This design comes from an exercise in tuning for a short achievable clock period and few clock cycles on the open sky130 flow, not from production work.
In this exercise RTL edits were held to simulation tests only and were not proved equivalent to the original.
Power is estimated from default activity; no workload was simulated.

<file path="flow/run.sh">
#!/bin/bash
# synth_recipe.tcl (not shown) runs the flow's synth.tcl, then flattens the netlist and writes it again
# the make line also repeats each setting of config.mk as NAME=value (left out here)
make -C /OpenROAD-flow-scripts/flow DESIGN_CONFIG=/design/flow/config.mk WORK_HOME=/design/flow/orfs CLKGATE_MAP_FILE= SYNTH_SCRIPT=/design/flow/synth_recipe.tcl finish
</file>
<file path="flow/config.mk">
export PLATFORM = sky130hd
export DESIGN_NAME = vm16_core
export DESIGN_NICKNAME = vm16_core
export VERILOG_FILES = /design/flow/design.v
export SDC_FILE = /design/flow/constraint.sdc
export NUM_CORES = 4
export LEC_CHECK = 0
export ABC_CLOCK_PERIOD_IN_PS = 2500
export CAP_MARGIN = 20
export CORE_MARGIN = 2
export CORE_UTILIZATION = 40
export SETUP_SLACK_MARGIN = 5
export SLEW_MARGIN = 20
</file>
<file path="flow/constraint.sdc">
create_clock -name core_clock -period 8.0 [get_ports {clk}]
set_input_delay 1.6000 -clock core_clock [delete_from_list [all_inputs] [get_ports {clk}]]
set_output_delay 1.6000 -clock core_clock [all_outputs]
set_load 0.01 [all_outputs]
</file>
<file path="flow/design.v">
module vm16_core (
    input  wire        clk,
    input  wire        rst,         
    output reg         mem_req,
    output reg         mem_we,
    output reg  [15:0] mem_addr,
    output reg  [15:0] mem_wdata,
    input  wire [15:0] mem_rdata,
    input  wire        mem_ready,
    input  wire        in_valid,
    input  wire [7:0]  in_data,
    output reg         in_ready,
    output reg         out_valid,
    output reg  [7:0]  out_data,
    input  wire        out_ready,
    output reg         halted
);
    localparam [15:0] RESET_PC = 16'h3000;
    localparam CB = 5;               
    localparam NE = 1 << CB;         
    localparam TW = 16 - CB;         
    localparam DW = 14;              
    localparam P_BR = 0, P_ADD = 1, P_LD = 2, P_ST = 3, P_JSR = 4, P_JSRR = 5,
               P_AND = 6, P_LDR = 7, P_STR = 8, P_NOT = 9, P_LDI = 10,
               P_STI = 11, P_JMP = 12, P_LEA = 13;
    localparam M_EX   = 0,    
               M_IND  = 1,    
               M_GETC = 2,    
               M_OUT  = 3,    
               M_SRD  = 4,    
               M_SLO  = 5,    
               M_SHI  = 6,    
               M_INP  = 7,    
               M_INW  = 8,    
               M_INE  = 9,    
               M_HMSG = 10,   
               M_HLT  = 11;   
    localparam NM = 12;
    localparam [NM-1:0] OUTMASK = (1 << M_OUT) | (1 << M_SLO) | (1 << M_SHI) |
                                  (1 << M_INP) | (1 << M_INE) | (1 << M_HMSG);
    localparam [NM-1:0] INMASK  = (1 << M_GETC) | (1 << M_INW);
    function [DW-1:0] predecode(input [15:0] w);
        begin
            predecode         = {DW{1'b0}};
            predecode[P_BR]   = w[15:12] == 4'h0;
            predecode[P_ADD]  = w[15:12] == 4'h1;
            predecode[P_LD]   = w[15:12] == 4'h2;
            predecode[P_ST]   = w[15:12] == 4'h3;
            predecode[P_JSR]  = w[15:12] == 4'h4 &  w[11];
            predecode[P_JSRR] = w[15:12] == 4'h4 & ~w[11];
            predecode[P_AND]  = w[15:12] == 4'h5;
            predecode[P_LDR]  = w[15:12] == 4'h6;
            predecode[P_STR]  = w[15:12] == 4'h7;
            predecode[P_NOT]  = w[15:12] == 4'h9;
            predecode[P_LDI]  = w[15:12] == 4'hA;
            predecode[P_STI]  = w[15:12] == 4'hB;
            predecode[P_JMP]  = w[15:12] == 4'hC;
            predecode[P_LEA]  = w[15:12] == 4'hE;
        end
    endfunction
    function [15:0] reltgt(input [15:0] a1, input [15:0] w);
        if (w[15:12] == 4'h4) reltgt = a1 + {{5{w[10]}}, w[10:0]};
        else                  reltgt = a1 + {{7{w[8]}}, w[8:0]};
    endfunction
    function [2:0] flags_of(input [15:0] v);
        if (v == 16'h0000)  flags_of = 3'b010;
        else if (v[15])     flags_of = 3'b100;
        else                flags_of = 3'b001;
    endfunction
    reg [15:0] regs [0:7];
    reg [2:0]  cond;
    reg [NM-1:0] mode;
    reg        iv;           
    reg [15:0] ir;
    reg [DW-1:0] dec;        
    reg [15:0] ipc;          
    reg [15:0] ipc1;         
    reg [15:0] tgt;          
    reg [15:0] fa;           
    reg        fillp;        
    reg        k_fetch, k_load, k_ind, k_srd;
    reg [2:0]  ldr;          
    reg        is_sti;
    reg        putsp;
    reg [15:0] word;
    reg [2:0]  msg_idx;
    reg [NE-1:0] cv;
    reg [TW-1:0] ctag [0:NE-1];
    reg [15:0]   cir  [0:NE-1];
    reg [15:0]   ctgt [0:NE-1];
    reg [DW-1:0] cdec [0:NE-1];
    wire [2:0]  dr   = ir[11:9];
    wire [2:0]  sr1  = ir[8:6];
    wire [2:0]  sr2  = ir[2:0];
    wire [15:0] imm5 = {{11{ir[4]}}, ir[4:0]};
    wire [15:0] off6 = {{10{ir[5]}}, ir[5:0]};
    wire [15:0] sr1_val = regs[sr1];
    wire [15:0] sr2_val = regs[sr2];
    wire [15:0] dr_val  = regs[dr];
    wire [15:0] r0_val  = regs[0];
    wire [15:0] opnd2   = ir[5] ? imm5 : sr2_val;
    wire d_br   = dec[P_BR],   d_add = dec[P_ADD], d_ld  = dec[P_LD],  d_st  = dec[P_ST];
    wire d_jsr  = dec[P_JSR],  d_jsrr = dec[P_JSRR], d_and = dec[P_AND], d_ldr = dec[P_LDR];
    wire d_str  = dec[P_STR],  d_not = dec[P_NOT], d_ldi = dec[P_LDI], d_sti = dec[P_STI];
    wire d_jmp  = dec[P_JMP],  d_lea = dec[P_LEA];
    wire d_trap = ir[15:12] == 4'hF;
    wire d_ctrl = d_br | d_jsr | d_jsrr | d_jmp;
    wire d_mem  = d_ld | d_ldr | d_st | d_str | d_ldi | d_sti;
    wire t_getc  = ir[7:0] == 8'h20;
    wire t_out   = ir[7:0] == 8'h21;
    wire t_puts  = ir[7:0] == 8'h22 || ir[7:0] == 8'h24;
    wire t_in    = ir[7:0] == 8'h23;
    wire t_halt  = ir[7:0] == 8'h25;
    wire done     = mem_req & mem_ready;
    wire portfree = ~mem_req | mem_ready;           
    wire ld_fly   = mem_req & k_load;               
    wire use_sr1 = d_add | d_and | d_not | d_ldr | d_str | d_jmp | d_jsrr;
    wire use_sr2 = (d_add | d_and) & ~ir[5];
    wire use_dr  = d_st | d_str | d_sti;
    wire h_ld = ld_fly & ((use_sr1 & sr1 == ldr) | (use_sr2 & sr2 == ldr) |
                          (use_dr & dr == ldr) | d_br | ((d_jsr | d_jsrr) & ldr == 3'd7));
    wire kill = iv & mem_we & (mem_addr == ipc);
    wire xv   = mode[M_EX] & iv;
    wire xgo  = xv & ~h_ld & ~kill & ~(d_trap & mem_req);    
    wire adv  = xgo & (d_ctrl | ~(ld_fly & ~mem_ready)) & ~(d_mem & ~portfree);
    wire take_rel = xgo & ((d_br & ((dr & cond) != 3'b000)) | d_jsr);
    wire take_jmp = xgo & (d_jmp | d_jsrr);
    wire [15:0] alu_res = d_add ? sr1_val + opnd2 :
                          d_and ? sr1_val & opnd2 :
                          d_not ? ~sr1_val : tgt;
    wire        alu_wr  = d_add | d_and | d_not | d_lea;
    wire [15:0] ea      = (d_ldr | d_str) ? sr1_val + off6 : tgt;
    wire [CB-1:0] it = tgt[CB-1:0];
    wire [CB-1:0] ifa = fa[CB-1:0];
    wire hit_t = cv[it]  & (ctag[it]  == tgt[15:CB]) & ~(mem_we & (tgt == mem_addr));
    wire hit_f = cv[ifa] & (ctag[ifa] == fa[15:CB])  & ~(mem_we & (fa == mem_addr));
    wire        need_f = mode[M_EX] & ~k_fetch & (~iv | adv);
    wire [15:0] fpc    = take_rel ? tgt : (take_jmp ? sr1_val : fa);
    wire [15:0] fpc1   = take_rel ? tgt + 16'd1 : fa + 16'd1;
    wire        hit    = take_rel ? hit_t : (take_jmp ? 1'b0 : hit_f);
    wire [15:0] c_ir   = take_rel ? cir[it]  : cir[ifa];
    wire [15:0] c_tgt  = take_rel ? ctgt[it] : ctgt[ifa];
    wire [DW-1:0] c_dec = take_rel ? cdec[it] : cdec[ifa];
    wire [15:0] rd    = mem_rdata;
    wire [15:0] mar1  = mem_addr + 16'd1;
    wire x_mem = adv & d_mem;
    wire x_srd = adv & d_trap & t_puts;
    integer i;
    always @(posedge clk) begin
        if (rst) begin
            for (i = 0; i < 8; i = i + 1)
                regs[i] <= 16'h0000;
            cond      <= 3'b000;
            mode      <= 1 << M_EX;
            iv        <= 1'b0;
            fa        <= RESET_PC;
            fillp     <= 1'b0;
            cv        <= {NE{1'b0}};
            mem_req   <= 1'b0;
            mem_we    <= 1'b0;
            k_fetch   <= 1'b0;
            k_load    <= 1'b0;
            k_ind     <= 1'b0;
            k_srd     <= 1'b0;
            in_ready  <= 1'b0;
            out_valid <= 1'b0;
            halted    <= 1'b0;
        end else begin
            fillp <= 1'b0;
            if (mem_we && ctag[mem_addr[CB-1:0]] == mem_addr[15:CB])
                cv[mem_addr[CB-1:0]] <= 1'b0;
            if (fillp & ~kill) begin
                cv[ipc[CB-1:0]]   <= 1'b1;
                ctag[ipc[CB-1:0]] <= ipc[15:CB];
                cir[ipc[CB-1:0]]  <= ir;
                ctgt[ipc[CB-1:0]] <= tgt;
                cdec[ipc[CB-1:0]] <= dec;
            end
            if (done) begin
                mem_req <= 1'b0;
                mem_we  <= 1'b0;
                k_fetch <= 1'b0;
                k_load  <= 1'b0;
                k_ind   <= 1'b0;
                k_srd   <= 1'b0;
            end
            if (done & k_load) begin
                regs[ldr] <= rd;
                cond      <= flags_of(rd);
            end
            if (done & k_fetch) begin
                iv    <= 1'b1;
                ir    <= rd;
                dec   <= predecode(rd);
                tgt   <= reltgt(mar1, rd);
                ipc   <= mem_addr;
                ipc1  <= mar1;
                fa    <= mar1;
                fillp <= 1'b1;
            end
            if (need_f) begin
                if (hit) begin
                    iv   <= 1'b1;
                    ir   <= c_ir;
                    dec  <= c_dec;
                    tgt  <= c_tgt;
                    ipc  <= fpc;
                    ipc1 <= fpc1;
                    fa   <= fpc1;
                end else begin
                    iv <= 1'b0;
                    fa <= fpc;
                    if (portfree & ~x_mem & ~x_srd) begin
                        mem_req  <= 1'b1;
                        mem_we   <= 1'b0;
                        mem_addr <= fpc;
                        k_fetch  <= 1'b1;
                    end
                end
            end
            if (kill & mode[M_EX]) begin
                iv <= 1'b0;
                fa <= ipc;
            end
            if (adv) begin
                if (alu_wr) begin
                    regs[dr] <= alu_res;
                    cond     <= flags_of(alu_res);
                end
                if (d_jsr | d_jsrr)
                    regs[7] <= ipc1;
                if (d_mem) begin
                    ldr       <= dr;
                    is_sti    <= d_sti;
                    mem_wdata <= dr_val;
                    mem_req   <= 1'b1;
                    mem_addr  <= ea;
                    mem_we    <= d_st | d_str;
                    k_load    <= d_ld | d_ldr;
                    k_ind     <= d_ldi | d_sti;
                    if (d_ldi | d_sti)
                        mode <= 1 << M_IND;
                end
                if (d_trap) begin
                    msg_idx <= 3'd0;
                    putsp   <= ir[2];
                    if (t_getc) begin
                        mode     <= 1 << M_GETC;
                        in_ready <= 1'b1;
                    end
                    if (t_out) begin
                        mode      <= 1 << M_OUT;
                        out_valid <= 1'b1;
                        out_data  <= r0_val[7:0];
                    end
                    if (t_puts) begin
                        mode     <= 1 << M_SRD;
                        mem_req  <= 1'b1;
                        mem_we   <= 1'b0;
                        mem_addr <= r0_val;
                        k_srd    <= 1'b1;
                    end
                    if (t_in) begin
                        mode      <= 1 << M_INP;
                        out_valid <= 1'b1;
                        out_data  <= 8'h3E;
                    end
                    if (t_halt) begin
                        mode      <= 1 << M_HMSG;
                        out_valid <= 1'b1;
                        out_data  <= 8'h48;
                    end
                end
            end
            if (mode[M_IND] & done) begin
                mode     <= 1 << M_EX;
                mem_req  <= 1'b1;
                mem_addr <= rd;
                mem_we   <= is_sti;
                k_load   <= ~is_sti;
            end
            if (mode[M_GETC] & in_valid) begin
                regs[0]  <= {8'h00, in_data};
                mode     <= 1 << M_EX;
                in_ready <= 1'b0;
            end
            if (mode[M_OUT] & out_ready) begin
                mode      <= 1 << M_EX;
                out_valid <= 1'b0;
            end
            if (mode[M_SRD] & done) begin
                word <= rd;
                if (rd == 16'h0000) begin
                    mode <= 1 << M_EX;
                end else begin
                    mode      <= 1 << M_SLO;
                    out_valid <= 1'b1;
                    out_data  <= rd[7:0];
                end
            end
            if (mode[M_SLO] & out_ready) begin
                if (putsp && word[15:8] != 8'h00) begin
                    mode     <= 1 << M_SHI;
                    out_data <= word[15:8];
                end else begin
                    mode      <= 1 << M_SRD;
                    out_valid <= 1'b0;
                    mem_req   <= 1'b1;
                    mem_addr  <= mar1;
                    k_srd     <= 1'b1;
                end
            end
            if (mode[M_SHI] & out_ready) begin
                mode      <= 1 << M_SRD;
                out_valid <= 1'b0;
                mem_req   <= 1'b1;
                mem_addr  <= mar1;
                k_srd     <= 1'b1;
            end
            if (mode[M_INP] & out_ready) begin
                if (msg_idx == 3'd0) begin
                    msg_idx  <= 3'd1;
                    out_data <= 8'h20;
                end else begin
                    mode      <= 1 << M_INW;
                    out_valid <= 1'b0;
                    in_ready  <= 1'b1;
                end
            end
            if (mode[M_INW] & in_valid) begin
                regs[0]   <= {8'h00, in_data};
                out_data  <= in_data;
                mode      <= 1 << M_INE;
                in_ready  <= 1'b0;
                out_valid <= 1'b1;
            end
            if (mode[M_INE] & out_ready) begin
                mode      <= 1 << M_EX;
                out_valid <= 1'b0;
            end
            if (mode[M_HMSG] & out_ready) begin
                msg_idx <= msg_idx + 3'd1;
                case (msg_idx)
                    3'd0: out_data <= 8'h41;
                    3'd1: out_data <= 8'h4C;
                    3'd2: out_data <= 8'h54;
                    3'd3: out_data <= 8'h0A;
                    default: begin
                        mode      <= 1 << M_HLT;
                        out_valid <= 1'b0;
                        halted    <= 1'b1;
                    end
                endcase
            end
        end
    end
endmodule
</file>
==> results of run 1 <==
[sequential cells by signal (all words and copies together), names as in the netlist, 8 cells and up, named ones only]
name and flops:
cir 512, ctgt 512, ir 16, regs 128, mem_addr 16, fa 16, ipc 16, tgt 16
word 8, mem_wdata 16, mode 11, cv 32, dec 14, ipc1 16, cdec 448, ctag 352
out_data 8
[report_power, final]
group / internal, mW / switching (mW)
logic: 8.38 / 10.7
clock network: 6.33 / 4.77
registers: 13.2 / 0.582
[worst max-delay path by stage]
stage,cells after the start,slack [ps],to,startpoint
global route,15,3530,mem_addr[6]$_DFFE_PN_,flop
finish,16,3560,mem_addr[2]$_DFFE_PN_,flop
floorplan,12,4040,tgt[15]$_DFFE_PN_,mem_rdata[15]
global placement,14,1980,flop,dec[1]$_DFFE_PN_
detailed placement,14,2020,flop,dec[1]$_DFFE_PN_
CTS,16,3900,fa[12]$_SDFFE_PP1N_,flop
[layout make-up]
type / count / area [um^2] / area share, %
flip-flops and latches: 2178 / 64600 / 43.7
multi-input cells: 4012 / 50200 / 34.0
repair buffers: 1286 / 20300 / 13.8
clock buffers: 287 / 6150 / 4.16
well taps: 3743 / 4680 / 3.17
clock inverters: 132 / 1400 / 0.948
inverters: 54 / 245 / 0.166
diodes: 36 / 90.1 / 0.0610
[synth_stat cells, types with 17 or more instances]
library cell / number
a211oi_1: 53
a21o_1: 17
a21oi_1: 245
a221o_1: 19
a221oi_1: 22
a22o_1: 42
a22oi_1: 48
a31oi_1: 19
and3_1: 43
buf_1: 92
buf_2: 131
buf_4: 20
clkbuf_1: 316
dfxtp_1: 92
edfxtp_1: 2086
ha_1: 61
inv_1: 50
mux2_2: 73
mux2i_1: 291
mux4_2: 1243
nand2_1: 330
nand2b_1: 20
nand3_1: 190
nand4_1: 46
nor2_1: 279
nor2b_1: 43
nor3_1: 85
nor4_1: 34
o21ai_0: 349
o221ai_1: 19
or3_1: 24
xnor2_1: 89
xor2_1: 77
[routing by layer]
layer | vias to the layer above | GRT usage (%) | share of wire (%)
met5 | - | 0 | 0.074
met3 | 2422 | 13.1 | 17
met1 | 43279 | 40.8 | 32
met4 | 22 | 21.6 | 9.9
li1 | 30585 | - | -
met2 | 8437 | 47.6 | 41
[repair_timing]
item,CTS,global route
gates resized for setup,1490,554
setup buffers,526,155
cloned,160,149
endpoints found under the hold margin,0,0
pin swaps,265,169
endpoints found under the setup margin,2381,2238
hold buffers,0,0
[worst reg2reg max path, stage by stage, from the launching register on]
cell and delay [ps]:
dfxtp_4 360, buf_12 170, buf_4 170, buf_6 260
mux4_2 370, mux2i_1 340, o22ai_1 220, a21oi_4 190
xnor2_2 150, or4_1 510, or3_4 440, buf_12 150
nand3_4 220, buf_12 160, nor2_4 60, a221oi_2 340
o22ai_1 120
[kinds of logic (layout without fill, tap and decap cells)]
group	Yosys count	in the layout
DFF	2178	2178
other	0	36
xor gates and xnor gates	167	167
and+or+nand+nor	1172	1184
AOI/OAI and AO/OA	987	988
adders and majority gates	66	66
muxes	1607	1607
buffers and inverters	617	1759
[metrics by stage]
stage / utilization, % / hold slack (ps) / instance area [um^2] / std cells
2_1_floorplan: - / 441 / 114000 / 6794
3_3_place_gp: 42.2 / 459 / 119000 / 10282
3_5_place_dp: 42.2 / 473 / 119000 / 10283
4_1_cts: 50.0 / 488 / 141000 / 11388
5_1_grt: 52.4 / 508 / 148000 / 11696
6_report: 52.4 / 472 / 148000 / 11728
==> results.txt, run 1 <==
Post-Syn Nets 6887; largest net degree at the start of global routing 111; Total Wirelength 524000 um; clk_skew 68.9 ps; Die Area 0.286 mm^2; Setup crit end kind flop; XOR/XNOR share of the synthesized area 1.31%; register area share after synthesis 57.1%; CTS tree done; Hold Path Depth 2; layout cell share with drive strength beyond 1 44.8%; maximum root-to-sink buffer count 4; Hold Crit Class reg2reg; Filler cells 21838; DIE HEIGHT 535 um; SO Viols max-capacitance violations, max-slew violations; routed via count 84745; RSZ-0062 raised after global routing true; Final Worst Setup Slack 3560 ps; Synth Area in Compound Gates 5.46%; Final Hold Viols 0; GPL Wtd Cong 0.987; asr flop ratio synth 0%; grt ovf 0; Clk Latency, worst-skew pair 950 ps; Detail Route Antenna Nets 0; drt pass-1 iters 10; CP dominant cell by count buf_12; area leader, netlist edfxtp_1; pre-CTS setup slack 2020 ps; leak pwr 48.6 nW; Yosys reg bits 2178; Ys Warns 1; first-pass GRT wire length 651000 um; CTS Buf Count 234; Max Cap Viol 1; post-DR vias/cell 7.23; Max Fclk 225 MHz; main area contributors after synthesis edfxtp_1 (55%), mux4_2 (25%), mux2i_1 (2.6%); DRT iter0 DRCs 16173; Setup crit start kind flop; Setup CP Type reg2reg; Period minus WS final 4440 ps; WL per Instance 44.7 um; power density over the cells 298 mW/mm^2; period utilization 55.5%; R2R Path End mem_addr[2]$_DFFE_PN_; delay-heaviest family, CP simple AND/OR/NAND/NOR gates; Reg clk slew, reported paths 70 ps; setup_tns 0 ps; DRC errors left 0; Post-Synth Simple-Gate Area 4.96%; hold path start cv[24]$_SDFF_PP0_; status failed layout checks; vias in the first global route 78535; IO Pins 74; Data arrival, critical path 5130 ps; largest family of logic cells by synthesized area multiplexers; NumNets Final 7859; Total GRT Usage 32.9%; most frequent cells in the layout edfxtp_1 (2086), mux4_2 (1243), buf_4 (399), clkbuf_16 (353), nand2_1 (273); post-synth cell types 87; buffers and inverters on the worst path 5; Slew HR -6.53%; Die W 535 um; worst slew pin tran 1550 ps; R2R depth 16; initial antenna violation count 37; Primary FF master, synth edfxtp_1; Mapped Area 0.113 mm^2; slowest CP cell or4_1; crit path cell chain buf_12 -> buf_4 -> buf_6 -> mux4_2 -> mux2i_1 -> o22ai_1 -> a21oi_4 -> xnor2_2 -> or4_1 -> or3_4 -> buf_12 -> nand3_4 -> buf_12 -> nor2_4 -> a221oi_2 -> o22ai_1; synth-to-layout area growth 30.8%; post-DP HPWL 233000 um; Clock Sinks 2178; Post-synth EDFFs 2086; Largest stage delay, worst path 510 ps; Crit Path Max Fanout 18; maximum VDD drop 0.225 mV; core region area 0.282 mm^2; post-synth top area share 55.5%; row count 195; Mean Syn Cell Area 16.6 um^2; CTS Root Cell clkbuf_16; Synth Area in Adders 0.747%; most common cell after layout, fill and taps aside edfxtp_1; Post-Syn Instances 6794; R2R Setup Slk 3560 ps; endpoints failing setup 0; Power Total 44.0 mW; number of port buffers 73; hold endpoint cv[24]$_SDFF_PP0_; mux cell area share after synthesis 28.1%; Crit path required time 8690 ps; Starting Density 40.1%; Final Slew Violations 10; H-tree levels 4
Testbench counts, summed over its fixed seeds: cycles 140,300.
==> inputs of run 2 (changes only) <==
--- a/flow/design.v
+++ b/flow/design.v
@@ -62,6 +62,17 @@
         if (w[15:12] == 4'h4) reltgt = a1 + {{5{w[10]}}, w[10:0]};
         else                  reltgt = a1 + {{7{w[8]}}, w[8:0]};
     endfunction
+    function [7:0] oh3(input [2:0] v);
+        oh3 = 8'd1 << v;
+    endfunction
+    function [15:0] rsel(input [7:0] oh, input [127:0] r);
+        integer q;
+        begin
+            rsel = 16'h0000;
+            for (q = 0; q < 8; q = q + 1)
+                rsel = rsel | (r[q*16 +: 16] & {16{oh[q]}});
+        end
+    endfunction
     function [2:0] flags_of(input [15:0] v);
         if (v == 16'h0000)  flags_of = 3'b010;
         else if (v[15])     flags_of = 3'b100;
@@ -80,6 +91,7 @@
     reg        fillp;        
     reg        k_fetch, k_load, k_ind, k_srd;
     reg [2:0]  ldr;          
+    reg [7:0]  s1_oh, s2_oh, sd_oh;   
     reg        is_sti;
     reg        putsp;
     reg [15:0] word;
@@ -88,15 +100,27 @@
     reg [TW-1:0] ctag [0:NE-1];
     reg [15:0]   cir  [0:NE-1];
     reg [15:0]   ctgt [0:NE-1];
-    reg [DW-1:0] cdec [0:NE-1];
+    localparam NJ = 4;
+    reg [NJ-1:0] jv;
+    reg [15:0]   jpc  [0:NJ-1];
+    reg [15:0]   jir  [0:NJ-1];
+    reg [15:0]   jtgt [0:NJ-1];
+    reg [1:0]    jrr;
+    reg          k_jf;         
     wire [2:0]  dr   = ir[11:9];
     wire [2:0]  sr1  = ir[8:6];
     wire [2:0]  sr2  = ir[2:0];
     wire [15:0] imm5 = {{11{ir[4]}}, ir[4:0]};
     wire [15:0] off6 = {{10{ir[5]}}, ir[5:0]};
-    wire [15:0] sr1_val = regs[sr1];
-    wire [15:0] sr2_val = regs[sr2];
-    wire [15:0] dr_val  = regs[dr];
+    wire [15:0] rd    = mem_rdata;
+    wire [15:0] mar1  = mem_addr + 16'd1;
+    wire done     = mem_req & mem_ready;
+    wire portfree = ~mem_req | mem_ready;           
+    wire ld_fly   = mem_req & k_load;               
+    wire [127:0] rfv = {regs[7], regs[6], regs[5], regs[4], regs[3], regs[2], regs[1], regs[0]};
+    wire [15:0] sr1_val = rsel(s1_oh, rfv);
+    wire [15:0] sr2_val = rsel(s2_oh, rfv);
+    wire [15:0] dr_val  = rsel(sd_oh, rfv);
     wire [15:0] r0_val  = regs[0];
     wire [15:0] opnd2   = ir[5] ? imm5 : sr2_val;
     wire d_br   = dec[P_BR],   d_add = dec[P_ADD], d_ld  = dec[P_LD],  d_st  = dec[P_ST];
@@ -104,45 +128,73 @@
     wire d_str  = dec[P_STR],  d_not = dec[P_NOT], d_ldi = dec[P_LDI], d_sti = dec[P_STI];
     wire d_jmp  = dec[P_JMP],  d_lea = dec[P_LEA];
     wire d_trap = ir[15:12] == 4'hF;
-    wire d_ctrl = d_br | d_jsr | d_jsrr | d_jmp;
     wire d_mem  = d_ld | d_ldr | d_st | d_str | d_ldi | d_sti;
     wire t_getc  = ir[7:0] == 8'h20;
     wire t_out   = ir[7:0] == 8'h21;
     wire t_puts  = ir[7:0] == 8'h22 || ir[7:0] == 8'h24;
     wire t_in    = ir[7:0] == 8'h23;
     wire t_halt  = ir[7:0] == 8'h25;
-    wire done     = mem_req & mem_ready;
-    wire portfree = ~mem_req | mem_ready;           
-    wire ld_fly   = mem_req & k_load;               
+    wire kill = iv & mem_we & (mem_addr == ipc);
+    wire d_ctrl  = d_br | d_jsr | d_jsrr | d_jmp;
     wire use_sr1 = d_add | d_and | d_not | d_ldr | d_str | d_jmp | d_jsrr;
     wire use_sr2 = (d_add | d_and) & ~ir[5];
     wire use_dr  = d_st | d_str | d_sti;
     wire h_ld = ld_fly & ((use_sr1 & sr1 == ldr) | (use_sr2 & sr2 == ldr) |
                           (use_dr & dr == ldr) | d_br | ((d_jsr | d_jsrr) & ldr == 3'd7));
-    wire kill = iv & mem_we & (mem_addr == ipc);
     wire xv   = mode[M_EX] & iv;
-    wire xgo  = xv & ~h_ld & ~kill & ~(d_trap & mem_req);    
+    wire xgo  = xv & ~h_ld & ~kill & ~(d_trap & mem_req);
     wire adv  = xgo & (d_ctrl | ~(ld_fly & ~mem_ready)) & ~(d_mem & ~portfree);
     wire take_rel = xgo & ((d_br & ((dr & cond) != 3'b000)) | d_jsr);
     wire take_jmp = xgo & (d_jmp | d_jsrr);
-    wire [15:0] alu_res = d_add ? sr1_val + opnd2 :
-                          d_and ? sr1_val & opnd2 :
-                          d_not ? ~sr1_val : tgt;
+    wire [15:0] add_res = sr1_val + opnd2;
+    wire        add_z   = ((sr1_val ^ opnd2) == {sr1_val[14:0] | opnd2[14:0], 1'b0});
+    wire [15:0] and_res = sr1_val & opnd2;
+    wire [15:0] oth_res = d_and ? and_res : d_not ? ~sr1_val : tgt;
+    wire [15:0] alu_res = d_add ? add_res : oth_res;
+    wire [2:0]  fl_add  = add_z ? 3'b010 : {add_res[15], 1'b0, ~add_res[15]};
+    wire [2:0]  fl_and  = (and_res == 16'h0000) ? 3'b010 : {and_res[15], 1'b0, ~and_res[15]};
+    wire [2:0]  fl_not  = (sr1_val == 16'hFFFF) ? 3'b010 : {~sr1_val[15], 1'b0, sr1_val[15]};
+    wire [2:0]  fl_lea  = flags_of(tgt);
+    wire [2:0]  alu_fl  = d_add ? fl_add : d_and ? fl_and : d_not ? fl_not : fl_lea;
     wire        alu_wr  = d_add | d_and | d_not | d_lea;
     wire [15:0] ea      = (d_ldr | d_str) ? sr1_val + off6 : tgt;
     wire [CB-1:0] it = tgt[CB-1:0];
     wire [CB-1:0] ifa = fa[CB-1:0];
-    wire hit_t = cv[it]  & (ctag[it]  == tgt[15:CB]) & ~(mem_we & (tgt == mem_addr));
-    wire hit_f = cv[ifa] & (ctag[ifa] == fa[15:CB])  & ~(mem_we & (fa == mem_addr));
-    wire        need_f = mode[M_EX] & ~k_fetch & (~iv | adv);
+    reg [NE-1:0] mt, mf;
+    integer e;
+    always @(*)
+        for (e = 0; e < NE; e = e + 1) begin
+            mt[e] = cv[e] & (ctag[e] == tgt[15:CB]) & (it  == e);
+            mf[e] = cv[e] & (ctag[e] == fa[15:CB])  & (ifa == e);
+        end
+    wire hit_t = (|mt) & ~(mem_we & (tgt == mem_addr));
+    wire hit_f = (|mf) & ~(mem_we & (fa == mem_addr));
+    wire pf_t  = k_fetch & (mem_addr == tgt);
+    wire pf_f  = k_fetch & (mem_addr == fa);
+    reg          jhit;
+    reg [15:0]   j_ir, j_tgt;
+    integer k;
+    always @(*) begin
+        jhit  = 1'b0;
+        j_ir  = 16'h0000;
+        j_tgt = 16'h0000;
+        for (k = 0; k < NJ; k = k + 1)
+            if (jv[k] && jpc[k] == sr1_val) begin
+                jhit  = 1'b1;
+                j_ir  = j_ir  | jir[k];
+                j_tgt = j_tgt | jtgt[k];
+            end
+        if (mem_we)
+            jhit = 1'b0;
+    end
+    wire        need_f = mode[M_EX] & (~iv | adv);
     wire [15:0] fpc    = take_rel ? tgt : (take_jmp ? sr1_val : fa);
-    wire [15:0] fpc1   = take_rel ? tgt + 16'd1 : fa + 16'd1;
-    wire        hit    = take_rel ? hit_t : (take_jmp ? 1'b0 : hit_f);
-    wire [15:0] c_ir   = take_rel ? cir[it]  : cir[ifa];
-    wire [15:0] c_tgt  = take_rel ? ctgt[it] : ctgt[ifa];
-    wire [DW-1:0] c_dec = take_rel ? cdec[it] : cdec[ifa];
-    wire [15:0] rd    = mem_rdata;
-    wire [15:0] mar1  = mem_addr + 16'd1;
+    wire [15:0] fpc1   = take_rel ? tgt + 16'd1 : (take_jmp ? sr1_val + 16'd1 : fa + 16'd1);
+    wire        hit    = take_rel ? hit_t : (take_jmp ? jhit : hit_f);
+    wire        pf     = take_rel ? pf_t  : (take_jmp ? 1'b0 : pf_f);
+    wire [15:0] c_ir   = take_rel ? cir[it]  : (take_jmp ? j_ir  : cir[ifa]);
+    wire [15:0] c_tgt  = take_rel ? ctgt[it] : (take_jmp ? j_tgt : ctgt[ifa]);
+    wire [DW-1:0] c_dec = predecode(c_ir);
     wire x_mem = adv & d_mem;
     wire x_srd = adv & d_trap & t_puts;
     integer i;
@@ -162,6 +214,9 @@
             k_load    <= 1'b0;
             k_ind     <= 1'b0;
             k_srd     <= 1'b0;
+            k_jf      <= 1'b0;
+            jv        <= {NJ{1'b0}};
+            jrr       <= 2'd0;
             in_ready  <= 1'b0;
             out_valid <= 1'b0;
             halted    <= 1'b0;
@@ -169,12 +224,14 @@
             fillp <= 1'b0;
             if (mem_we && ctag[mem_addr[CB-1:0]] == mem_addr[15:CB])
                 cv[mem_addr[CB-1:0]] <= 1'b0;
+            for (i = 0; i < NJ; i = i + 1)
+                if (mem_we && jpc[i] == mem_addr)
+                    jv[i] <= 1'b0;
             if (fillp & ~kill) begin
                 cv[ipc[CB-1:0]]   <= 1'b1;
                 ctag[ipc[CB-1:0]] <= ipc[15:CB];
                 cir[ipc[CB-1:0]]  <= ir;
                 ctgt[ipc[CB-1:0]] <= tgt;
-                cdec[ipc[CB-1:0]] <= dec;
             end
             if (done) begin
                 mem_req <= 1'b0;
@@ -183,38 +240,58 @@
                 k_load  <= 1'b0;
                 k_ind   <= 1'b0;
                 k_srd   <= 1'b0;
+                k_jf    <= 1'b0;
             end
             if (done & k_load) begin
                 regs[ldr] <= rd;
                 cond      <= flags_of(rd);
             end
-            if (done & k_fetch) begin
-                iv    <= 1'b1;
-                ir    <= rd;
-                dec   <= predecode(rd);
-                tgt   <= reltgt(mar1, rd);
-                ipc   <= mem_addr;
-                ipc1  <= mar1;
-                fa    <= mar1;
-                fillp <= 1'b1;
+            if (done & k_jf) begin
+                jv[jrr]   <= 1'b1;
+                jpc[jrr]  <= mem_addr;
+                jir[jrr]  <= rd;
+                jtgt[jrr] <= reltgt(mar1, rd);
+                jrr       <= jrr + 2'd1;
             end
             if (need_f) begin
                 if (hit) begin
                     iv   <= 1'b1;
                     ir   <= c_ir;
+                    s1_oh <= oh3(c_ir[8:6]);
+                    s2_oh <= oh3(c_ir[2:0]);
+                    sd_oh <= oh3(c_ir[11:9]);
                     dec  <= c_dec;
                     tgt  <= c_tgt;
                     ipc  <= fpc;
                     ipc1 <= fpc1;
                     fa   <= fpc1;
+                end else if (pf & mem_ready) begin
+                    iv    <= 1'b1;
+                    ir    <= rd;
+                    s1_oh <= oh3(rd[8:6]);
+                    s2_oh <= oh3(rd[2:0]);
+                    sd_oh <= oh3(rd[11:9]);
+                    dec   <= predecode(rd);
+                    tgt   <= reltgt(mar1, rd);
+                    ipc   <= mem_addr;
+                    ipc1  <= mar1;
+                    fa    <= mar1;
+                    fillp <= 1'b1;
+                    if (~x_mem & ~x_srd) begin
+                        mem_req  <= 1'b1;
+                        mem_we   <= 1'b0;
+                        mem_addr <= mar1;
+                        k_fetch  <= 1'b1;
+                    end
                 end else begin
                     iv <= 1'b0;
                     fa <= fpc;
-                    if (portfree & ~x_mem & ~x_srd) begin
+                    if (~pf & portfree & ~x_mem & ~x_srd) begin
                         mem_req  <= 1'b1;
                         mem_we   <= 1'b0;
                         mem_addr <= fpc;
                         k_fetch  <= 1'b1;
+                        k_jf     <= take_jmp;
                     end
                 end
             end
@@ -223,10 +300,6 @@
                 fa <= ipc;
             end
             if (adv) begin
-                if (alu_wr) begin
-                    regs[dr] <= alu_res;
-                    cond     <= flags_of(alu_res);
-                end
                 if (d_jsr | d_jsrr)
                     regs[7] <= ipc1;
                 if (d_mem) begin
@@ -352,6 +425,10 @@
                     end
                 endcase
             end
+            if (adv & alu_wr) begin
+                regs[dr] <= alu_res;
+                cond     <= alu_fl;
+            end
         end
     end
 endmodule
--- a/flow/config.mk
+++ b/flow/config.mk
@@ -8,6 +8,7 @@
 export ABC_CLOCK_PERIOD_IN_PS = 2500
 export CAP_MARGIN = 20
 export CORE_MARGIN = 2
-export CORE_UTILIZATION = 40
+export CORE_UTILIZATION = 25
+export PLACE_DENSITY = 0.5
 export SETUP_SLACK_MARGIN = 5
 export SLEW_MARGIN = 20
==> run 2 against run 1 <==
Net effect: now clean on timing, DRC and antenna; clock power fell by 8%; non-clock buffer count up 31; critical path depth is 3 higher; first-iteration DRC count fell by 23%; sequential share of layout area is 2.2 points lower; hold slack worse by 7.8 ps; final cell count grew 16%; combinational power shrank about 90%; routed wire length is 5.0% lower; core utilization shrank 18 points; design area is 6.0% lower; critical path type unchanged; largest cell class unchanged; largest power group is now sequential cells.
==> results.txt, run 2 <==
status no timing/DRC/antenna violations; GPL Wtd Cong 0.964 (-2.3%); Filler cells 38776 (+78%); Primary FF master, synth edfxtp_1; Total Wirelength 498000 um (-5.0%); hold_buf cts 0 (unchanged); area leader, netlist edfxtp_1; hold_ws 465 ps (-7.80 ps); setup_tns 0 ps (unchanged); power density over the cells 167 mW/mm^2 (-44%); Setup CP Type reg2reg; Crit Path Max Fanout 37 (+19); Setup crit end kind flop; Final Slew Violations 0 (-10); Comb power frac 7.9% (-36 points); DRC errors left 0 (unchanged); IO Pins 74 (unchanged); Clk Latency, worst-skew pair 940 ps (about the same); Setup crit start kind flop; Post-synth top cells edfxtp_1 (1854), mux4_2 (750), xnor2_1 (557), xor2_1 (433), clkbuf_1 (270); asr flop ratio synth 0% (unchanged); RSZ-0062 raised after global routing true; most common cell after layout, fill and taps aside edfxtp_1; Mapped Area 0.103 mm^2 (-9.1%); Max Cap Viol 0 (-1); H-tree levels 4 (unchanged); Reg clk slew, reported paths 60 ps (about the same); post-synth top area share 54.3% (-1.2 points); XOR/XNOR share of the synthesized area 8.48% (+7.2 points); internal power 17.7 mW (-37%); WL per Instance 36.5 um (-18%); Synth Area in Adders 1.03% (+0.29 points); CTS tree done; area of the multi-input gates 0.0488 mm^2 (-2.7%); Yosys reg bits 1947 (-11%); Detail Route Antenna Nets 0 (unchanged); CTS Root Cell clkbuf_16; post-DR vias/cell 5.76 (-20%); maximum root-to-sink buffer count 4 (unchanged); Starting Density 25.1% (-15 points); layout cell share with drive strength beyond 1 40.7% (-4.1 points); Synth Area in Compound Gates 6.66% (+1.2 points); leak pwr 44.5 nW (-8.4%); synth-to-layout area growth 35.3%; sequential share of power 48.0% (+17 points); main area contributors after synthesis edfxtp_1 (54%), mux4_2 (16%), xnor2_1 (4.8%); FF+latch area 0.0576 mm^2 (-11%); mux cell area share after synthesis 18.0% (-10 points); Crit path required time 8640 ps (-50 ps); register area share after synthesis 56.1% (-1.0 points); Switching Share 24.0% (-13 points); core region area 0.409 mm^2 (+45%); worst slew pin tran 1260 ps (-293 ps); clk_skew 131 ps (+61.9 ps); DRT iter0 DRCs 12379 (-23%); Die Area 0.415 mm^2 (+45%); Clock Sinks 1947 (-11%); top-count cell post-synth edfxtp_1; number of port buffers 73 (unchanged); largest net degree at the start of global routing 119 (+7.2%); Die W 645 um (+20%); Ys Warns 1 (unchanged); period utilization 54.5% (-1.0 points); post-synth cell types 94 (+8.0%); CTS Buf Count 224 (-4.3%); grt ovf 0 (unchanged); routed via count 78662 (-7.2%); Hold Crit Class reg2reg; Post-Syn Instances 6969 (+2.6%); P_sw 5.58 mW (-65%); initial antenna violation count 26 (-30%); Final Hold Viols 0 (unchanged); Period minus WS final 4360 ps (-81.9 ps); Max Fclk 229 MHz (+1.9%); largest family of logic cells by synthesized area multiplexers; Total GRT Usage 21.5% (-11 points); endpoints failing setup 0 (unchanged); NumNets Final 8126 (+3.4%); Post-synth EDFFs 1854 (-11%); drt pass-1 iters 7 (-3); Post-Synth Simple-Gate Area 7.10% (+2.1 points); Mean Syn Cell Area 14.7 um^2 (-11%); Post-Syn Nets 7081 (+2.8%); Data arrival, critical path 5000 ps (-130 ps); row count 235 (+21%); vias in the first global route 74371 (-5.3%); Slew HR 16.0% (+22 points); Clock Power Share 44.0% (+19 points); first-pass GRT wire length 630000 um (-3.2%); DIE HEIGHT 645 um (+20%); post-DP HPWL 262000 um (+13%); most frequent cells in the layout edfxtp_1 (1854), mux4_2 (750), xnor2_1 (530), buf_4 (524), xor2_1 (395); maximum VDD drop 0.187 mV (-17%)
==> run 2: cell count changes after synthesis, moves of 53 or more <==
cell	change
a21oi_1	-53
o21ai_0	-81
nor4_1	+119
edfxtp_1	-232
a22oi_1	+172
nand2_1	-82
xnor2_1	+468
nand4_1	+139
mux4_2	-493
mux2i_1	-184
nand3_1	+74
xor2_1	+356
==> run 2: layout make-up <==
class	count	area share (%)
antenna	6	0.0108
clock inverter	139	0.854
timing repair buffer	1317	13.1
tap	5451	4.91
multi-input combinational	4439	35.2
inverter	85	0.242
sequential	1947	41.5
clock buffer	265	4.22
==> run 2: cell families after synthesis <==
logic type                 count (synthesis)
DFF                                     1947
and+or+nand+nor                         1391
AOI/OAI and AO/OA                       1038
xor gates and xnor gates                 991
muxes                                    899
buffers and inverters                    620
adders and majority gates                 83
==> run 2: what timing repair did <==
item / in CTS / in global routing
buffers inserted: 500 / 325
pin swaps: 313 / 256
gates resized for setup: 1370 / 753
cloned: 85 / 118
endpoints found under the setup margin: 2271 / 1562
==> run 2: power by group through the flow <==
stage / sequential (mW) / combinational (mW) / clock (mW)
after CTS: 11.2 / 1.63 / 10.3
after detailed placement: 11.4 / 1.20 / 0
after global placement: 11.4 / 1.20 / 0
final: 11.2 / 1.84 / 10.2
after floorplan: 11.3 / 0.760 / 0
after global routing: 11.2 / 1.87 / 10.7
==> run 2: worst max-delay path, stage by stage (launching register included) <==
cell,delay (ps)
edfxtp_1,380
buf_12,150
buf_4,470
xnor2_1,190
nand4_1,120
nor4_2,720
nand2_1,150
nand2_2,190
a31oi_4,90
or3b_4,460
buf_8,140
buf_12,130
buf_16,140
buf_6,120
buf_12,120
buf_4,130
buf_6,110
buf_6,110
nor2_1,110
a21oi_1,50
==> run 2: final timing paths <==
path	endpoint	slack, ps	startpoint	cells past startpoint
worst max-delay path	ipc1[14]$_DFFE_PP_	3640	tgt[0]$_DFFE_PP_	19
worst min-delay path	mode[3]$_SDFF_PP0_	460	mode[3]$_SDFF_PP0_	2
worst max register to register	ipc1[14]$_DFFE_PP_	3640	tgt[0]$_DFFE_PP_	19
worst min register to register	mode[3]$_SDFF_PP0_	460	mode[3]$_SDFF_PP0_	2
==> run 2: stage by stage <==
step	std cells	util, %	power (mW)	area (um^2)	worst slack [ps]
2_1_floorplan	6969	-	12.1	105000	2120
6_report	13649	33.9	23.2	139000	3640
3_5_place_dp	12211	27.2	12.6	111000	1650
4_1_cts	13200	31.7	23.1	130000	3760
3_3_place_gp	12211	27.2	12.6	111000	1820
5_1_grt	13645	33.9	23.7	139000	3690
==> run 2: per-layer routing <==
layer / GRT usage [%] / wire, um / vias up
li1: - / - / 30075
met1: 28.6 / 185000 / 41108
met2: 33.2 / 216000 / 5995
met3: 4.90 / 61000 / 1474
met4: 10.3 / 36000 / 10
met5: 0 / 77 / -
Testbench counts of run 2, summed over its fixed seeds: cycles 136,270.
==> inputs of run 3 (changes only) <==
--- a/flow/design.v
+++ b/flow/design.v
@@ -58,9 +58,13 @@
             predecode[P_LEA]  = w[15:12] == 4'hE;
         end
     endfunction
-    function [15:0] reltgt(input [15:0] a1, input [15:0] w);
-        if (w[15:12] == 4'h4) reltgt = a1 + {{5{w[10]}}, w[10:0]};
-        else                  reltgt = a1 + {{7{w[8]}}, w[8:0]};
+    function [15:0] reltgt(input [15:0] a, input [15:0] w);
+        reg [16:0] s;
+        begin
+            if (w[15:12] == 4'h4) s = {a, 1'b1} + {{5{w[10]}}, w[10:0], 1'b1};
+            else                  s = {a, 1'b1} + {{7{w[8]}},  w[8:0],  1'b1};
+            reltgt = s[16:1];
+        end
     endfunction
     function [7:0] oh3(input [2:0] v);
         oh3 = 8'd1 << v;
@@ -113,6 +117,7 @@
     wire [15:0] imm5 = {{11{ir[4]}}, ir[4:0]};
     wire [15:0] off6 = {{10{ir[5]}}, ir[5:0]};
     wire [15:0] rd    = mem_rdata;
+    wire [15:0] maddr_c = mem_addr;
     wire [15:0] mar1  = mem_addr + 16'd1;
     wire done     = mem_req & mem_ready;
     wire portfree = ~mem_req | mem_ready;           
@@ -174,16 +179,21 @@
     reg          jhit;
     reg [15:0]   j_ir, j_tgt;
     integer k;
+    reg [7:0] jmr;
+    integer r;
     always @(*) begin
         jhit  = 1'b0;
         j_ir  = 16'h0000;
         j_tgt = 16'h0000;
-        for (k = 0; k < NJ; k = k + 1)
-            if (jv[k] && jpc[k] == sr1_val) begin
+        for (k = 0; k < NJ; k = k + 1) begin
+            for (r = 0; r < 8; r = r + 1)
+                jmr[r] = (jpc[k] == regs[r]);
+            if (jv[k] && (jmr & s1_oh) != 8'h00) begin
                 jhit  = 1'b1;
                 j_ir  = j_ir  | jir[k];
                 j_tgt = j_tgt | jtgt[k];
             end
+        end
         if (mem_we)
             jhit = 1'b0;
     end
@@ -250,7 +260,7 @@
                 jv[jrr]   <= 1'b1;
                 jpc[jrr]  <= mem_addr;
                 jir[jrr]  <= rd;
-                jtgt[jrr] <= reltgt(mar1, rd);
+                jtgt[jrr] <= reltgt(maddr_c, rd);
                 jrr       <= jrr + 2'd1;
             end
             if (need_f) begin
@@ -272,7 +282,7 @@
                     s2_oh <= oh3(rd[2:0]);
                     sd_oh <= oh3(rd[11:9]);
                     dec   <= predecode(rd);
-                    tgt   <= reltgt(mar1, rd);
+                    tgt   <= reltgt(maddr_c, rd);
                     ipc   <= mem_addr;
                     ipc1  <= mar1;
                     fa    <= mar1;
--- a/flow/config.mk
+++ b/flow/config.mk
@@ -6,9 +6,11 @@
 export NUM_CORES = 4
 export LEC_CHECK = 0
 export ABC_CLOCK_PERIOD_IN_PS = 2500
-export CAP_MARGIN = 20
+export CAP_MARGIN = 40
+export CELL_PAD_IN_SITES_DETAIL_PLACEMENT = 1
+export CELL_PAD_IN_SITES_GLOBAL_PLACEMENT = 2
 export CORE_MARGIN = 2
 export CORE_UTILIZATION = 25
 export PLACE_DENSITY = 0.5
 export SETUP_SLACK_MARGIN = 5
-export SLEW_MARGIN = 20
+export SLEW_MARGIN = 40
==> run 3 against run 2 <==
Net effect: global-route usage rose by 3.4 points; setup slack improved by 31 ps; first-iteration DRC count fell by 12%; largest cell class unchanged; highest routed layer unchanged.
==> results.txt, run 3 <==
Post-synth top cells edfxtp_1 (1854), xor2_1 (782), mux4_2 (750), xnor2_1 (661), clkbuf_1 (316); Total GRT Usage 25.0% (+3.4 points); Setup crit end kind flop; Post-synth EDFFs 1854 (unchanged); R2R Path End mem_addr[5]$_DFFE_PN_; Mapped Area 0.108 mm^2 (+5.7%); Crit Path Max Fanout 7 (-81%); first-pass GRT wire length 759000 um (+20%); Ys Warns 1 (unchanged); Reg clk slew, reported paths 60 ps (about the same); Max Fclk 231 MHz (+0.72%); Inst Count DP 13222 (+8.3%); leak pwr 48.8 nW (+9.7%); status no timing/DRC/antenna violations; DRT iter0 DRCs 10923 (-12%); NumNets Final 9148 (+13%); Crit path required time 8680 ps (+40 ps); main area contributors after synthesis edfxtp_1 (51%), mux4_2 (16%), xor2_1 (6.3%); mux cell area share after synthesis 17.0% (-1.0 points); buffers and inverters on the worst path 3 (-7); Post-Syn Nets 7929 (+12%); XOR/XNOR share of the synthesized area 11.7% (+3.2 points); slowest CP cell edfxtp_1; Slew HR 13.1% (-2.9 points); Yosys reg bits 1947 (unchanged); routed via count 83760 (+6.5%); clk_skew 105 ps (-25.8 ps); H-tree levels 4 (unchanged); RSZ-0062 raised after global routing true; area leader, netlist edfxtp_1; WL per Instance 40.3 um (+11%); FF+latch area 0.0576 mm^2 (about the same); power density over the cells 307 mW/mm^2 (+83%); GRT Max-Usage Layer met2; vias in the first global route 83380 (+12%); Final Slew Violations 0 (unchanged); area of the multi-input gates 0.0529 mm^2 (+8.3%); Setup crit start kind flop; R2R Setup Slk 3670 ps (+30 ps); Hold Crit Class reg2reg; Total Wirelength 602000 um (+21%); critical path depth 16 (-3); most common cell after layout, fill and taps aside edfxtp_1; Clock Sinks 1947 (unchanged); CTS tree done; R2R depth 16 (-3); Primary FF master, synth edfxtp_1; Period minus WS final 4330 ps (-31.0 ps); Hold Path Depth 2 (unchanged); Detail Route Antenna Nets 0 (unchanged); CTS Root Cell clkbuf_16; number of port buffers 73 (unchanged); hold path start halted$_SDFFE_PP0P_; register area share after synthesis 53.1% (-3.0 points); post-DR vias/cell 5.61 (-2.7%); asr flop ratio synth 0% (unchanged); hold endpoint halted$_SDFFE_PP0P_; design area 0.147 mm^2 (+6.2%); Die W 663 um (+2.8%); grt ovf 0 (unchanged); DRC errors left 0 (unchanged); Die Area 0.439 mm^2 (+5.7%); M2 GR Usage 40.2% (+7.0 points); Worst R2R Start regs[7][15]$_DFFE_PP_; fin util 34.2% (+0.22 points); drt pass-1 iters 9 (+2); synth-to-layout area growth 35.9%; GPL Wtd Cong 0.921 (-4.5%); Setup CP Type reg2reg; post-DP HPWL 344000 um (+31%); Synth Area in Compound Gates 6.61% (-0.052 points); Mean Syn Cell Area 13.9 um^2 (-5.7%); most frequent cells in the layout edfxtp_1 (1854), buf_4 (797), xor2_1 (764), mux4_2 (750), xnor2_1 (645); Final Hold Viols 0 (unchanged); met3 global-route usage 3.79% (-1.1 points); Starting Density 25.1% (+0.050 points); Post-Synth Simple-Gate Area 7.31% (+0.21 points); largest net degree at the start of global routing 99 (-17%); endpoints failing setup 0 (unchanged); IO Pins 74 (unchanged); row count 241 (+2.6%); core region area 0.432 mm^2 (+5.5%); CTS Buf Count 238 (+6.3%); layout cell share with drive strength beyond 1 39.1% (-1.6 points); post-synth top area share 51.3% (-2.9 points); initial antenna violation count 34 (+31%); maximum VDD drop 0.207 mV (+11%); Max Cap Viol 0 (unchanged); Non-Filler Instances 14937 (+9.4%); Filler cells 44367 (+14%); worst slew pin tran 1300 ps (+37.1 ps); top-count cell post-synth edfxtp_1; Clk Latency, worst-skew pair 1000 ps (+60 ps); Data arrival, critical path 5010 ps (about the same); Synth Area in Adders 1.05% (+0.013 points); Largest stage delay, worst path 830 ps (+110 ps); crit path cell chain xor2_1 -> nor3_1 -> nand4_1 -> o22ai_2 -> o41a_4 -> o41ai_2 -> buf_4 -> mux2_4 -> a21oi_4 -> buf_6 -> or3_4 -> buf_4 -> a221oi_2 -> a211oi_1 -> o21ai_1 -> o21ai_1; met1 usage 33.5% (+4.9 points); DIE HEIGHT 663 um (+2.8%); Post-DP Area 0.118 mm^2 (+6.3%); post-synth cell types 94 (unchanged); maximum root-to-sink buffer count 4 (unchanged); delay-heaviest family, CP compound AO/OA/AOI/OAI gates; largest family of logic cells by synthesized area multiplexers; period utilization 54.1% (-0.39 points); setup_tns 0 ps (unchanged); Post-Syn Instances 7811 (+12%)
run 3: layout make-up:
cell class                 count  area share (%)
sequential                  1947            39.1
multi-input combinational   5096            35.9
timing repair buffer        1661            14.9
tap                         5710            4.85
clock buffer                 291            4.25
clock inverter               137           0.767
inverter                      86           0.243
antenna                        9          0.0153
run 3: how the worst max path moves through the flow:
stage / slack (ps) / startpoint / endpoint
6_report: 3670 / regs[7][15]$_DFFE_PP_ / mem_addr[5]$_DFFE_PN_
5_1_grt: 3660 / fa[14]$_SDFFE_PP0N_ / mem_addr[6]$_DFFE_PN_
4_1_cts: 3740 / fa[12]$_SDFFE_PP1N_ / mem_addr[6]$_DFFE_PN_
3_5_place_dp: 2170 / fa[14]$_SDFFE_PP0N_ / mem_addr[12]$_DFFE_PN_
3_3_place_gp: 2020 / fa[14]$_SDFFE_PP0N_ / flop
2_1_floorplan: 3710 / mem_rdata[0] / tgt[14]$_DFFE_PP_
run 3: timing repair:
item | CTS | global route
pin swaps | 258 | 178
hold buffers | 0 | 0
cloned | 94 | 111
endpoints found under the setup margin | 2199 | 2032
setup buffers | 761 | 305
gates resized for setup | 1165 | 562
run 3: logic make-up (layout without fill, tap and decap cells):
group                    Yosys count  in the layout
AO/OA/AOI/OAI                   1093           1099
XOR/XNOR                        1443           1443
adder cells (fa/ha/maj)           89             89
buffers and inverters            804           2175
flip-flops                      1947           1947
multiplexers                     891            892
other                              0              9
AND/OR/NAND/NOR                 1544           1573
run 3: worst register-to-register path, delay by kind of cell (launching register included):
family | cells | cell delay, ps
XOR/XNOR | 1 | 230
AND/OR/NAND/NOR | 3 | 610
flip-flops | 1 | 830
multiplexers | 1 | 170
buffers and inverters | 3 | 520
AO/OA/AOI/OAI | 8 | 1670
run 3: where the power goes:
group	leakage (nW)	total (mW)	internal [mW]	switching, mW
Combinational	27.6	21.5	9.28	12.3
Sequential	17.6	12.9	12.2	0.793
Clock	3.63	10.7	5.98	4.72
run 3: layer usage:
| metal | part of all wire [%] | vias up |
|---|---|---|
| met5 | 0.0053 | - |
| met4 | 5.7 | 6 |
| met3 | 7.5 | 1166 |
| met2 | 46 | 4201 |
| met1 | 41 | 45272 |
| li1 | - | 33115 |
run 3: through the flow:
step	setup WS (ps)	total power [mW]	hold WS, ps
after floorplan	3710	23.0	451
after global placement	2020	29.2	475
after detailed placement	2170	29.4	481
after CTS	3740	44.0	495
after global routing	3660	46.4	514
final	3670	45.2	487
Testbench counts of run 3, summed over its fixed seeds: cycles 136,270.
==> inputs of run 4 (changes only) <==
--- a/flow/config.mk
+++ b/flow/config.mk
@@ -5,7 +5,7 @@
 export SDC_FILE = /design/flow/constraint.sdc
 export NUM_CORES = 4
 export LEC_CHECK = 0
-export ABC_CLOCK_PERIOD_IN_PS = 2500
+export ABC_CLOCK_PERIOD_IN_PS = 1500
 export CAP_MARGIN = 40
 export CELL_PAD_IN_SITES_DETAIL_PLACEMENT = 1
 export CELL_PAD_IN_SITES_GLOBAL_PLACEMENT = 2
==> run 4 against run 3 <==
Net effect: final cell count stayed put; critical path type unchanged; largest cell class unchanged; highest routed layer unchanged; fmax stayed put; critical endpoint unchanged; sequential cell count stayed put; design area stayed put.
==> results.txt, run 4 <==
Post-synth EDFFs 1854 (unchanged); drt pass-1 iters 9 (unchanged); Die W 663 um (unchanged); endpoints failing setup 0 (unchanged); Post-synth top cells edfxtp_1 (1854), xor2_1 (782), mux4_2 (750), xnor2_1 (661), clkbuf_1 (316); DRT iter0 DRCs 10923 (unchanged); Data arrival, critical path 5010 ps (about the same); CTS tree done; Max Cap Viol 0 (unchanged); CTS Root Cell clkbuf_16; H-tree levels 4 (unchanged); Detail Route Antenna Nets 0 (unchanged); asr flop ratio synth 0% (unchanged); Setup CP Type reg2reg; clk_skew 105 ps (unchanged); grt ovf 0 (unchanged); Final Worst Setup Slack 3670 ps (unchanged); Ys Warns 1 (unchanged); post-synth cell types 94 (unchanged); DRC errors left 0 (unchanged); Crit Path Max Fanout 7 (unchanged); Max Fclk 231 MHz (unchanged); Final Slew Violations 0 (unchanged); row count 241 (unchanged); Starting Density 25.1% (unchanged); synth-to-layout area growth 35.9% (unchanged); Crit path required time 8680 ps (about the same); hold_ws 487 ps (unchanged); Hold Crit Class reg2reg; WL per Instance 40.3 um (unchanged); period utilization 54.1% (unchanged); Inst Count DP 13222 (unchanged); hold_buf cts 0 (unchanged); leak pwr 48.8 nW (unchanged); status no timing/DRC/antenna violations; Non-Filler Instances 14937 (unchanged); Post-Syn Instances 7811 (unchanged); first-pass GRT wire length 759000 um (unchanged); Slew HR 13.1% (unchanged); core region area 0.432 mm^2 (unchanged); fin util 34.2% (unchanged); area leader, netlist edfxtp_1; initial antenna violation count 34 (unchanged); Setup crit start kind flop; vias in the first global route 83380 (unchanged); pre-CTS setup slack 2170 ps (unchanged); Reg clk slew, reported paths 60 ps (about the same); Clock Sinks 1947 (unchanged); Total Wirelength 602000 um (unchanged); Final Hold Viols 0 (unchanged); Mapped Area 0.108 mm^2 (unchanged); Mean Syn Cell Area 13.9 um^2 (unchanged); NumNets Final 9148 (unchanged); power density over the cells 307 mW/mm^2 (unchanged); Yosys reg bits 1947 (unchanged); DIE HEIGHT 663 um (unchanged); Primary FF master, synth edfxtp_1; GPL Wtd Cong 0.921 (unchanged); Total GRT Usage 25.0% (unchanged); post-DP HPWL 344000 um (unchanged); routed via count 83760 (unchanged); post-synth top area share 51.3% (unchanged); register area share after synthesis 53.1% (unchanged); CTS Buf Count 238 (unchanged); post-DR vias/cell 5.61 (unchanged); main area contributors after synthesis edfxtp_1 (51%), mux4_2 (16%), xor2_1 (6.3%); Clk Latency, worst-skew pair 1000 ps (about the same); Die Area 0.439 mm^2 (unchanged); IO Pins 74 (unchanged); maximum VDD drop 0.207 mV (unchanged); largest net degree at the start of global routing 99 (unchanged); Period minus WS final 4330 ps (unchanged); most frequent cells in the layout edfxtp_1 (1854), buf_4 (797), xor2_1 (764), mux4_2 (750), xnor2_1 (645); layout cell share with drive strength beyond 1 39.1% (unchanged); Post-Syn Nets 7929 (unchanged); worst slew pin tran 1300 ps (unchanged); most common cell after layout, fill and taps aside edfxtp_1; top-count cell post-synth edfxtp_1; maximum root-to-sink buffer count 4 (unchanged); number of port buffers 73 (unchanged); setup_tns 0 ps (unchanged); RSZ-0062 raised after global routing true; Setup crit end kind flop
==> run 4: timing repair <==
| item | CTS | global route |
|---|---|---|
| buffers inserted | 761 | 305 |
| gates cloned | 94 | 111 |
| endpoints found under the hold margin | 0 | 0 |
| setup endpoints to repair | 2199 | 2032 |
| pin swaps | 258 | 178 |
| resized for setup | 1165 | 562 |
==> run 4: per-layer routing <==
metal,global-route usage (%),routed length [um]
met1,33.5,246000
met2,40.2,276000
met3,3.79,45400
met4,10.3,34500
met5,0,32
==> run 4: worst max-delay path, stage by stage (launching register included) <==
cell	delay, ps
edfxtp_1	830
xor2_1	230
nor3_1	80
nand4_1	150
o22ai_2	100
o41a_4	570
o41ai_2	350
buf_4	220
mux2_4	170
a21oi_4	90
buf_6	150
or3_4	380
buf_4	150
a221oi_2	230
a211oi_1	80
o21ai_1	160
o21ai_1	80
==> run 4: cell type report <==
| class | count | area [um^2] |
|---|---|---|
| Inverter | 86 | 358 |
| Clock inverter | 137 | 1130 |
| Sequential cell | 1947 | 57600 |
| Timing Repair Buffer | 1661 | 21900 |
| Clock buffer | 291 | 6270 |
| Antenna cell | 9 | 22.5 |
| Tap cell | 5710 | 7140 |
| Multi-Input combinational cell | 5096 | 52900 |
| Fill cell | 44367 | 284000 |
==> run 4: metrics by stage <==
stage / power, mW / area [um^2]
after CTS: 44.0 / 139000
final: 45.2 / 147000
after global routing: 46.4 / 147000
after floorplan: 23.0 / 111000
after detailed placement: 29.4 / 118000
after global placement: 29.2 / 117000
==> run 4: logic make-up after synthesis <==
family / after synthesis / synth area share [%]
AND/OR/NAND/NOR: 1544 / 7.31
adder cells (fa/ha/maj): 89 / 1.05
multiplexers: 891 / 17.0
AO/OA/AOI/OAI: 1093 / 6.61
flip-flops: 1947 / 53.1
buffers and inverters: 804 / 3.36
XOR/XNOR: 1443 / 11.7
==> run 4: path summary, 6_finish.rpt <==
check	startpoint	end	slack, ps	cells past startpoint
worst max-delay path	regs[7][15]$_DFFE_PP_	mem_addr[5]$_DFFE_PN_	3670	16
worst min-delay path	halted$_SDFFE_PP0P_	halted$_SDFFE_PP0P_	490	2
worst min register to register	halted$_SDFFE_PP0P_	halted$_SDFFE_PP0P_	490	2
worst max register to register	regs[7][15]$_DFFE_PP_	mem_addr[5]$_DFFE_PN_	3670	16
==> run 4: power by group <==
part           internal (mW)  total [mW]  switching [mW]
registers               12.2        12.9           0.793
logic                   9.28        21.5            12.3
clock network           5.98        10.7            4.72
==> inputs of run 5 (changes only) <==
==> flow/config.mk (replaced) <==
export PLATFORM = sky130hd
export DESIGN_NAME = vm16_core
export DESIGN_NICKNAME = vm16_core
export VERILOG_FILES = /design/flow/design.v
export SDC_FILE = /design/flow/constraint.sdc
export NUM_CORES = 4
export LEC_CHECK = 0
export ABC_CLOCK_PERIOD_IN_PS = 2500
export CAP_MARGIN = 40
export CORE_MARGIN = 2
export CORE_UTILIZATION = 30
export PLACE_DENSITY = 0.6
export SETUP_SLACK_MARGIN = 5
export SLEW_MARGIN = 40
==> run 5 against run 4 <==
Net effect: sequential cell count stayed put; sequential power hardly changed; final cell count is 6.3% lower; sequential share of layout area is 0.23 points higher; critical endpoint is now mem_addr[6]$_DFFE_PN_.
==> results.txt, run 5 <==
initial antenna violation count 30 (-12%); top-count cell post-synth edfxtp_1; Clock Sinks 1947 (unchanged); post-synth top area share 51.3% (unchanged); DRC errors left 0 (unchanged); layout cell share with drive strength beyond 1 39.6% (+0.49 points); post-DR vias/cell 6.20 (+11%); worst slew pin tran 1010 ps (-289 ps); Filler cells 32291 (-27%); endpoints failing setup 0 (unchanged); Hold Path Depth 2 (unchanged); area of the multi-input gates 0.0531 mm^2 (+0.51%); register area share after synthesis 53.1% (unchanged); R2R Path End mem_addr[6]$_DFFE_PN_; Post-Syn Instances 7811 (unchanged); Worst R2R Start fa[14]$_SDFFE_PP0N_; Max Fclk 217 MHz (-6.1%); NumNets Final 9153 (+0.055%); Max Cap Viol 0 (unchanged); Detail Route Antenna Nets 0 (unchanged); Total GRT Usage 26.9% (+1.9 points); vias in the first global route 82507 (-1.0%); WL per Instance 38.1 um (-5.6%); Period minus WS final 4610 ps (+280 ps); post-DP HPWL 295000 um (-14%); Final Hold Viols 0 (unchanged); hold endpoint halted$_SDFFE_PP0P_; most frequent cells in the layout edfxtp_1 (1854), buf_4 (794), xor2_1 (764), mux4_2 (750), xnor2_1 (638); maximum root-to-sink buffer count 4 (unchanged); Power Total 45.2 mW (about the same); Slew HR 32.8% (+20 points); Post-synth top cells edfxtp_1 (1854), xor2_1 (782), mux4_2 (750), xnor2_1 (661), clkbuf_1 (316); CTS Buf Count 210 (-12%); Reg clk slew, reported paths 70 ps (about the same); H-tree levels 4 (unchanged); IO Pins 74 (unchanged); setup_tns 0 ps (unchanged); leak pwr 49.2 nW (+0.69%); period utilization 57.6% (+3.5 points); Post-synth EDFFs 1854 (unchanged); power density over the cells 309 mW/mm^2 (+0.66%); clk_skew 118 ps (+13.3 ps); post-synth cell types 94 (unchanged); area leader, netlist edfxtp_1; Post-Syn Nets 7929 (unchanged); RSZ-0062 raised after global routing true; Hold Crit Class reg2reg; main area contributors after synthesis edfxtp_1 (51%), mux4_2 (16%), xor2_1 (6.3%); Final Slew Violations 0 (unchanged); most common cell after layout, fill and taps aside edfxtp_1; DRT iter0 DRCs 15335 (+40%); drt pass-1 iters 14 (+5); Setup CP Type reg2reg; Crit path required time 8640 ps (-40 ps); R2R depth 16 (unchanged); first-pass GRT wire length 687000 um (-9.5%); CTS Root Cell clkbuf_16; R2R Setup Slk 3390 ps (-280 ps); routed via count 86810 (+3.6%); largest net degree at the start of global routing 113 (+14%); FF+latch area 0.0576 mm^2 (about the same); grt ovf 0 (unchanged); Primary FF master, synth edfxtp_1; maximum VDD drop 0.216 mV (+4.4%); Setup crit end kind flop; Mean Syn Cell Area 13.9 um^2 (unchanged); row count 220 (-8.7%); hold path start halted$_SDFFE_PP0P_; Starting Density 30.2% (+5.0 points); asr flop ratio synth 0% (unchanged); CTS tree done; number of port buffers 73 (unchanged); GPL Wtd Cong 1.03 (+12%); Crit Path Max Fanout 10 (+3); Total Wirelength 533000 um (-12%); status no timing/DRC/antenna violations; Die W 605 um (-8.7%); Yosys reg bits 1947 (unchanged); Mapped Area 0.108 mm^2 (unchanged); Clk Latency, worst-skew pair 980 ps (-20 ps); Setup crit start kind flop; DIE HEIGHT 605 um (-8.7%); Data arrival, critical path 5250 ps (+240 ps); Die Area 0.366 mm^2 (-17%); synth-to-layout area growth 35.1%; Ys Warns 1 (unchanged); core region area 0.359 mm^2 (-17%)
-- run 5: how the worst max path moves through the flow --
stage,start,end,slack (ps)
after floorplan,mem_rdata[0],tgt[14]$_DFFE_PP_,3710
after global placement,tgt[11]$_DFFE_PP_,ir[0]$_DFFE_PP_,2050
after detailed placement,fa[11]$_SDFFE_PP0N_,mem_addr[12]$_DFFE_PN_,2500
after CTS,fa[12]$_SDFFE_PP1N_,mem_addr[6]$_DFFE_PN_,3660
after global routing,fa[11]$_SDFFE_PP0N_,mem_addr[9]$_DFFE_PN_,3470
final,fa[14]$_SDFFE_PP0N_,mem_addr[6]$_DFFE_PN_,3390
-- run 5: cells by family after synthesis --
group                      Yosys count  synth area share (%)
muxes                              891                  17.0
xor gates and xnor gates          1443                  11.7
DFF                               1947                  53.1
adders and majority gates           89                  1.05
buffers and inverters              804                  3.36
and+or+nand+nor                   1544                  7.31
AOI/OAI and AO/OA                 1093                  6.61
-- run 5: what timing repair did --
action                                  in CTS  in global routing
setup buffers                              887                246
pin swaps                                  278                200
endpoints found under the setup margin    2234               2000
resized for setup                         1302                539
cloned                                     121                 70
hold buffers                                 0                  0
-- run 5: final cells by class --
| type | instances | area share [%] |
|---|---|---|
| Timing Repair Buffer | 1694 | 15.2 |
| Clock buffer | 259 | 3.80 |
| Antenna cell | 10 | 0.0171 |
| Clock inverter | 131 | 1.04 |
| Inverter | 86 | 0.242 |
| Multi-Input combinational cell | 5096 | 36.3 |
| Sequential cell | 1947 | 39.3 |
| Tap cell | 4773 | 4.08 |
-- run 5: critical path, stage by stage, from the launching register on --
cell and delay (ps):
dfxtp_4 460, buf_4 340, buf_4 240, xnor2_1 100
nand4_1 290, o32ai_1 150, or4_4 530, o41ai_4 500
mux2_4 280, a21oi_4 60, buf_12 140, buf_16 130
or3_4 370, a222oi_1 340, a21o_1 140, a21oi_2 50
o21a_1 190
-- run 5: report_power, final --
part           leakage [nW]  switching, mW  internal, mW
Clock                  3.47           4.41          5.90
Combinational          28.1           12.1          9.78
Sequential             17.6          0.849          12.2
-- run 5: per-layer routing --
layer | share of wire (%) | routed length, um | global-route usage [%]
met5 | 0.055 | 295 | 0.157
met3 | 13 | 70700 | 8.19
met2 | 43 | 229000 | 41.0
met1 | 35 | 184000 | 33.2
met4 | 9.2 | 49200 | 16.8
-- run 5: metrics by stage --
| step | cell area, um^2 | cells | util (%) | setup slack (ps) | hold WS (ps) |
|---|---|---|---|---|---|
| 2_1_floorplan | 111000 | 7811 | - | 3710 | 451 |
| 3_3_place_gp | 116000 | 12210 | 32.2 | 2050 | 450 |
| 3_5_place_dp | 117000 | 12268 | 32.5 | 2500 | 472 |
| 4_1_cts | 140000 | 13666 | 39.0 | 3660 | 482 |
| 5_1_grt | 146000 | 13988 | 40.7 | 3470 | 521 |
| 6_report | 147000 | 13996 | 40.8 | 3390 | 474 |

-- re-timing with driven ports --
The flow's constraints put no driver on any port. The routed layouts listed below were extracted and timed again, unchanged, in two steps.
Step 1 assumes that a clkbuf_16 drives the clock port and a buf_2 every other input.
Step 2, shift: input delay + t, output delay - t, t = (earliest + latest rising clock arrival at the registers) / 2. This alone moves slack from input paths to output paths.
Three values: ideal ports, drivers, drivers and shift; two values: the first two.
run	t (ns)	slack for setup (ns)
run 1	1.031	3.558 / 3.558 / 2.912
run 2	1.005	3.640 / 3.640 / 2.913
run 3	1.059	3.671 / 3.671 / 3.088
run 4	1.059	3.671 / 3.671 / 3.088
run 5	1.028	3.391 / 3.391 / 3.049
